This design comes from an exercise in tuning for a short achievable clock period and few clock cycles on the open sky130 flow, not from production work.
Function was checked by simulation only, so behaviour that the tests miss may differ from the original.

==> flow/design.v <==
module lsxgt_response_parser (
    input  wire        clk,
    input  wire        rst,           
    input  wire [7:0]  count,         
    input  wire        in_valid,
    output wire        in_ready,
    input  wire [7:0]  in_data,       
    input  wire        in_last,       
    output wire        out_valid,
    input  wire        out_ready,
    output wire [63:0] out_value,     
    output wire        out_end,       
    output wire        out_err,       
    output wire [7:0]  out_err_i,     
    output wire [7:0]  out_err_j,     
    output wire [16:0] out_err_idx    
);
    localparam [7:0] RX_MAX_LEN = 8'd128;
    localparam [2:0] S_RX    = 3'd0,   
                     S_START = 3'd1,   
                     S_STEP  = 3'd2,   
                     S_VAL   = 3'd3,   
                     S_END   = 3'd4;   
    reg [2:0]  state;
    reg [7:0]  rbuf [0:RX_MAX_LEN-1];
    reg [7:0]  len;           
    reg [7:0]  cnt;           
    reg [7:0]  num;           
    reg [7:0]  i;             
    reg [7:0]  j;             
    reg [63:0] acc;
    reg        err;
    reg [7:0]  err_i;
    reg [7:0]  err_j;
    reg [16:0] err_idx;
    wire beat_in  = in_valid && in_ready;
    wire beat_out = out_valid && out_ready;
    wire signed [19:0] idx = $signed({12'd0, len}) - $signed({12'd0, j})
                           - $signed({4'd0, ({8'd0, i - 8'd1} * ({8'd0, num} + 16'd2))});
    wire [7:0]  byte_at   = rbuf[idx[6:0]];
    wire [8:0]  shift     = {1'b0, num} - {1'b0, j};       
    wire [63:0] term      = (shift >= 9'd8) ? 64'd0 : ({56'd0, byte_at} << {shift[2:0], 3'b000});
    always @(posedge clk) begin
        if (beat_in && len < RX_MAX_LEN)
            rbuf[len[6:0]] <= in_data;
    end
    always @(posedge clk) begin
        if (rst) begin
            state   <= S_RX;
            len     <= 8'd0;
            cnt     <= 8'd0;
            num     <= 8'd0;
            i       <= 8'd0;
            j       <= 8'd0;
            acc     <= 64'd0;
            err     <= 1'b0;
            err_i   <= 8'd0;
            err_j   <= 8'd0;
            err_idx <= 17'd0;
        end else begin
            case (state)
                S_RX: if (beat_in) begin
                    if (len < RX_MAX_LEN)
                        len <= len + 8'd1;
                    if (in_last) begin
                        cnt   <= count;
                        state <= S_START;
                    end
                end
                S_START: begin
                    num <= rbuf[30];
                    i   <= cnt;
                    j   <= 8'd1;
                    acc <= 64'd0;
                    if (len <= 8'd30 || rbuf[30] == 8'd0)
                        state <= S_END;          
                    else
                        state <= S_STEP;
                end
                S_STEP: begin
                    if (idx < 0) begin
                        err     <= 1'b1;
                        err_i   <= i;
                        err_j   <= j;
                        err_idx <= idx[16:0];
                        state   <= S_END;
                    end else begin
                        acc <= acc + term;
                        if (j == num)
                            state <= S_VAL;
                        else
                            j <= j + 8'd1;
                    end
                end
                S_VAL: if (beat_out) begin
                    acc <= 64'd0;
                    j   <= 8'd1;
                    i   <= i - 8'd1;
                    state <= (i == 8'd1) ? S_END : S_STEP;
                end
                S_END: if (beat_out) begin
                    len     <= 8'd0;
                    err     <= 1'b0;
                    err_i   <= 8'd0;
                    err_j   <= 8'd0;
                    err_idx <= 17'd0;
                    state   <= S_RX;
                end
                default: state <= S_RX;
            endcase
        end
    end
    assign in_ready    = (state == S_RX);
    assign out_valid   = (state == S_VAL) || (state == S_END);
    assign out_end     = (state == S_END);
    assign out_value   = (state == S_VAL) ? acc : 64'd0;
    assign out_err     = (state == S_END) && err;
    assign out_err_i   = (state == S_END) ? err_i : 8'd0;
    assign out_err_j   = (state == S_END) ? err_j : 8'd0;
    assign out_err_idx = (state == S_END) ? err_idx : 17'd0;
endmodule
==> flow/run.sh <==
#!/bin/bash
# synth_recipe.tcl (not shown) runs the flow's synth.tcl, then flattens the netlist and writes it again
# the make line also repeats each setting of config.mk as NAME=value (left out here)
make -C /OpenROAD-flow-scripts/flow DESIGN_CONFIG=/design/flow/config.mk WORK_HOME=/design/flow/orfs CLKGATE_MAP_FILE= SYNTH_SCRIPT=/design/flow/synth_recipe.tcl finish
==> flow/config.mk <==
export PLATFORM = sky130hd
export DESIGN_NAME = lsxgt_response_parser
export DESIGN_NICKNAME = lsxgt_response_parser
export VERILOG_FILES = /design/flow/design.v
export SDC_FILE = /design/flow/constraint.sdc
export NUM_CORES = 4
export LEC_CHECK = 0
export CAP_MARGIN = 20
export CORE_MARGIN = 2
export CORE_UTILIZATION = 40
export SLEW_MARGIN = 20
==> flow/constraint.sdc <==
create_clock -name core_clock -period 10.0 [get_ports {clk}]
set_input_delay 2.0000 -clock core_clock [delete_from_list [all_inputs] [get_ports {clk}]]
set_output_delay 2.0000 -clock core_clock [all_outputs]
set_load 0.01 [all_outputs]
==> out/metrics.csv <==
stage,metric,value,unit
logic_synthesis,synthesized instance count,3517,
clock_network,"Reg clk slew, reported paths",0.06,ns
global_route,initial antenna violation count,5,
final_layout,fin util,0.456,
floorplan,row cnt,134,
logic_synthesis,area share of fa/ha/maj cells after synthesis,0.0487,
sta,Final Hold Vio Count,0,
final_layout,ANT cells,0,
worst_setup_path,flop2flop setup slack,0.57,ns
final_layout,Syn-to-layout area delta,13.5,%
sta,setup TNS,0,ns
sta,Final Critical Period,9.43,ns
worst_setup_path,startpoint types,register,
clock_network,Clock Path Buffers,3,
global_route,largest net degree at the start of global routing,105,
worst_setup_path,R2R Path End,acc[47],
routing,first-pass iteration count of the detailed router,6,
min_path,worst min-delay path class,register to register,
floorplan,core box area,133000,sq um
logic_synthesis,largest family of logic cells by synthesized area,multiplexers,
global_route,Overflow after GRT,0,
worst_setup_path,crit-path max cell delay,0.51,ns
worst_setup_path,crit-path max FO,12,
run_status,outcome,"complete, no violations",
sta,Max Slew Vio Count,0,
worst_setup_path,Reg2Reg Launch Point,i[0],
floorplan,Die Y-Extent,370,um
sta,final setup fails,0,
worst_setup_path,CP Data Arrival Time,10.05,ns
clock_network,Post-CTS Hold Buffers,0,
routing,routed wire length per instance,24.4,um
global_route,via count of the first global-routing pass,30832,
place,dpl cell area,56800,sq um
place,post-DP HPWL,87.3,mm
sta,Rel. slew slack,0.284,
sta,Fin Clk Skew,0.0619,ns
logic_synthesis,Synth Flop Type,edfxtp_1,
routing,Vias,30883,
clock_network,Sink Count,1165,
worst_setup_path,crit end category,register,
worst_setup_path,crit path max-delay cell type,or3_1,
floorplan,IO Count,122,
logic_synthesis,mux share of post-synthesis cell area,0.145,
worst_setup_path,CP Class,register to register,
routing,Post-DRT Antenna Nets,0,
global_route,global-route wire length before repair,202,mm
min_path,worst hold start,err_idx[12],
global_route,GR Util All Layers,0.195,
sta,Max Clk Rate,0.106,GHz
clock_network,later-pin clock latency in the skew report,0.72,ns
logic_synthesis,XOR/XNOR Fraction of Synth Area,0.0182,
sta,worst slew pin tran,1.07,ns
sta,Final period util,0.943,
routing,Iteration-0 DRC Markers,2852,
logic_synthesis,post-synthesis compound-gate area fraction,0.0568,
sta,setup ws final,0.572,ns
logic_synthesis,Syn Nets,3719,
sta,RSZ-0062 raised after global routing,false,
place,port buffer count,121,
logic_synthesis,Mapped Avg Cell Area,15.2,sq um
floorplan,full die area,137000,sq um
final_layout,final instance area,60700,sq um
final_layout,share of cells above drive strength 1,0.162,
logic_synthesis,async set-or-reset flop fraction in the synthesized netlist,0,
logic_synthesis,synthesis-stage register bit count,1165,
floorplan,Initial Util,0.402,
routing,WL final,134,mm
clock_network,TritonCTS Buffers,119,
final_layout,Post-layout nets,3839,
place,routability congestion estimate from global placement,0.913,
floorplan,die span in x,370,um
routing,DRC viols,0,
logic_synthesis,Post-synth EDFFs,1024,
worst_setup_path,"Req. time, crit path",10.63,ns
logic_synthesis,YS warnings,1,
final_layout,fin cells,5503,
logic_synthesis,Synth Area in Simple Gates,0.0799,
clock_network,CTS tree,done,
clock_network,CTS HTree Levels,3,
worst_setup_path,reg2reg path depth,41,
min_path,Hold Path Sink,err_idx[12],
place,Inst Count DP,5277,
clock_network,clock root cell,clkbuf_16,
logic_synthesis,"Cell Area, Synth",53500,sq um
min_path,hold depth,2,
logic_synthesis,synth unique cells,79,
sta,hold_ws,0.469,ns
worst_setup_path,most frequent CP cell,inv_1,
logic_synthesis,"Seq/Total Area, Yosys",0.628,
routing,Avg Vias per Cell,5.61,
run,max cap viols,0,
place,pre-CTS setup slack,0.311,ns
[worst max path at each step]
stage	start	end	slack (ns)	depth (start not counted)
after floorplan	i[0]	acc[56]	1.27	43
after global placement	i[0]	acc[56]	0.29	36
after detailed placement	i[0]	acc[58]	0.31	39
after CTS	i[0]	acc[58]	0.26	39
after global routing	i[0]	acc[58]	0.08	40
final	i[0]	acc[47]	0.57	41
[registers in the layout, summed over array words and instances (netlist names)]
signal and flops:
acc 64, cnt 8, err 1, err_i 8, err_idx 17, err_j 8, i 8, j 8
len 8, num 8, rbuf 1024, state 3
[Yosys cell counts (31+ instances only)]
| master | count | area (sq um) |
|---|---|---|
| a21oi_1 | 166 | 831 |
| ha_1 | 136 | 1700 |
| a21o_1 | 62 | 465 |
| edfxtp_1 | 1024 | 30700 |
| and2_1 | 72 | 450 |
| o21ai_0 | 66 | 330 |
| buf_2 | 39 | 195 |
| nand3_1 | 84 | 420 |
| nor2_1 | 308 | 1160 |
| mux2i_1 | 52 | 521 |
| inv_1 | 115 | 432 |
| and3_1 | 106 | 663 |
| nand2_1 | 177 | 664 |
| mux4_2 | 310 | 6980 |
| xnor2_1 | 65 | 569 |
| dfxtp_1 | 141 | 2820 |
| fa_1 | 45 | 901 |
| clkbuf_1 | 125 | 469 |
| xor2_1 | 46 | 403 |
| a22oi_1 | 31 | 233 |
[layout by cell type, fill, tap and decap left out, types with 106 or more instances in the layout]
master	Yosys	final
nor2_1	308	306
clkdlybuf4s50_1	0	112
clkbuf_16	0	121
dfxtp_1	141	139
a21oi_1	166	163
nand2_1	177	177
ha_1	136	135
mux4_2	310	310
inv_1	115	115
edfxtp_1	1024	1024
and3_1	106	106
[timing repair]
action,in CTS,in global routing
endpoints found under the setup margin,0,22
gates resized for setup,0,6
buffers inserted,0,5
hold endpoints to repair,0,0
[critical path: cells and delay by family (launching register included)]
family | cells | cell delay [ns]
AOI/OAI and AO/OA | 14 | 3.07
xor gates and xnor gates | 2 | 0.37
adders and majority gates | 8 | 2.61
buffers and inverters | 9 | 0.86
DFF | 1 | 0.31
muxes | 2 | 0.54
and+or+nand+nor | 6 | 1.55
[layout make-up]
type                    count  area [sq um]
flip-flops and latches   1165         33600
well taps                1768          2210
fillers                 11639         72400
multi-input cells        2044         18800
clock buffers             148          3150
repair buffers            190          1860
clock inverters            71           649
inverters                 117           439
[routing by layer]
layer	share of wire	up-vias	wire (um)	global-route usage
met5	0.00022	-	30	0
met4	0.025	4	3370	0.0532
met3	0.064	189	8550	0.0315
met2	0.47	1011	63000	0.309
met1	0.44	15810	59100	0.280
li1	-	13869	-	-
[cell families (layout without fill, tap and decap cells)]
family                     after synthesis  in the layout
DFF                                   1165           1165
and+or+nand+nor                        896            896
AOI/OAI and AO/OA                      475            476
muxes                                  380            380
buffers and inverters                  309            526
adders and majority gates              181            181
xor gates and xnor gates               111            111
Testbench counts, summed over its fixed seeds: cycles 80,410.

## static timing again, ports no longer ideal
Ports are ideal in the flow. The routed layout listed here was re-timed in OpenROAD. Step 1 sets driving cells, clkbuf_16 on the clock port and buf_2 on the other inputs (assumed; they add their load-dependent delay and slew). Step 2 times the ports against the registers' clock, not the clock port: input delays grow and output delays shrink by t, the midpoint of the rising clock arrivals with the driver on. a / b / c = no drivers / after step 1 / after step 2; a / b = the first two.
t (ns): 0.757
setup WS [ns]: 0.572 / 0.572 / 0.572
worst setup path after step 2: register to register
pins driven straight from the clock port: 1
After both steps this run still meets setup and hold. For this run, drivers alone change the setup slack by 0.000 ns; drivers and shift together by 0.000 ns.
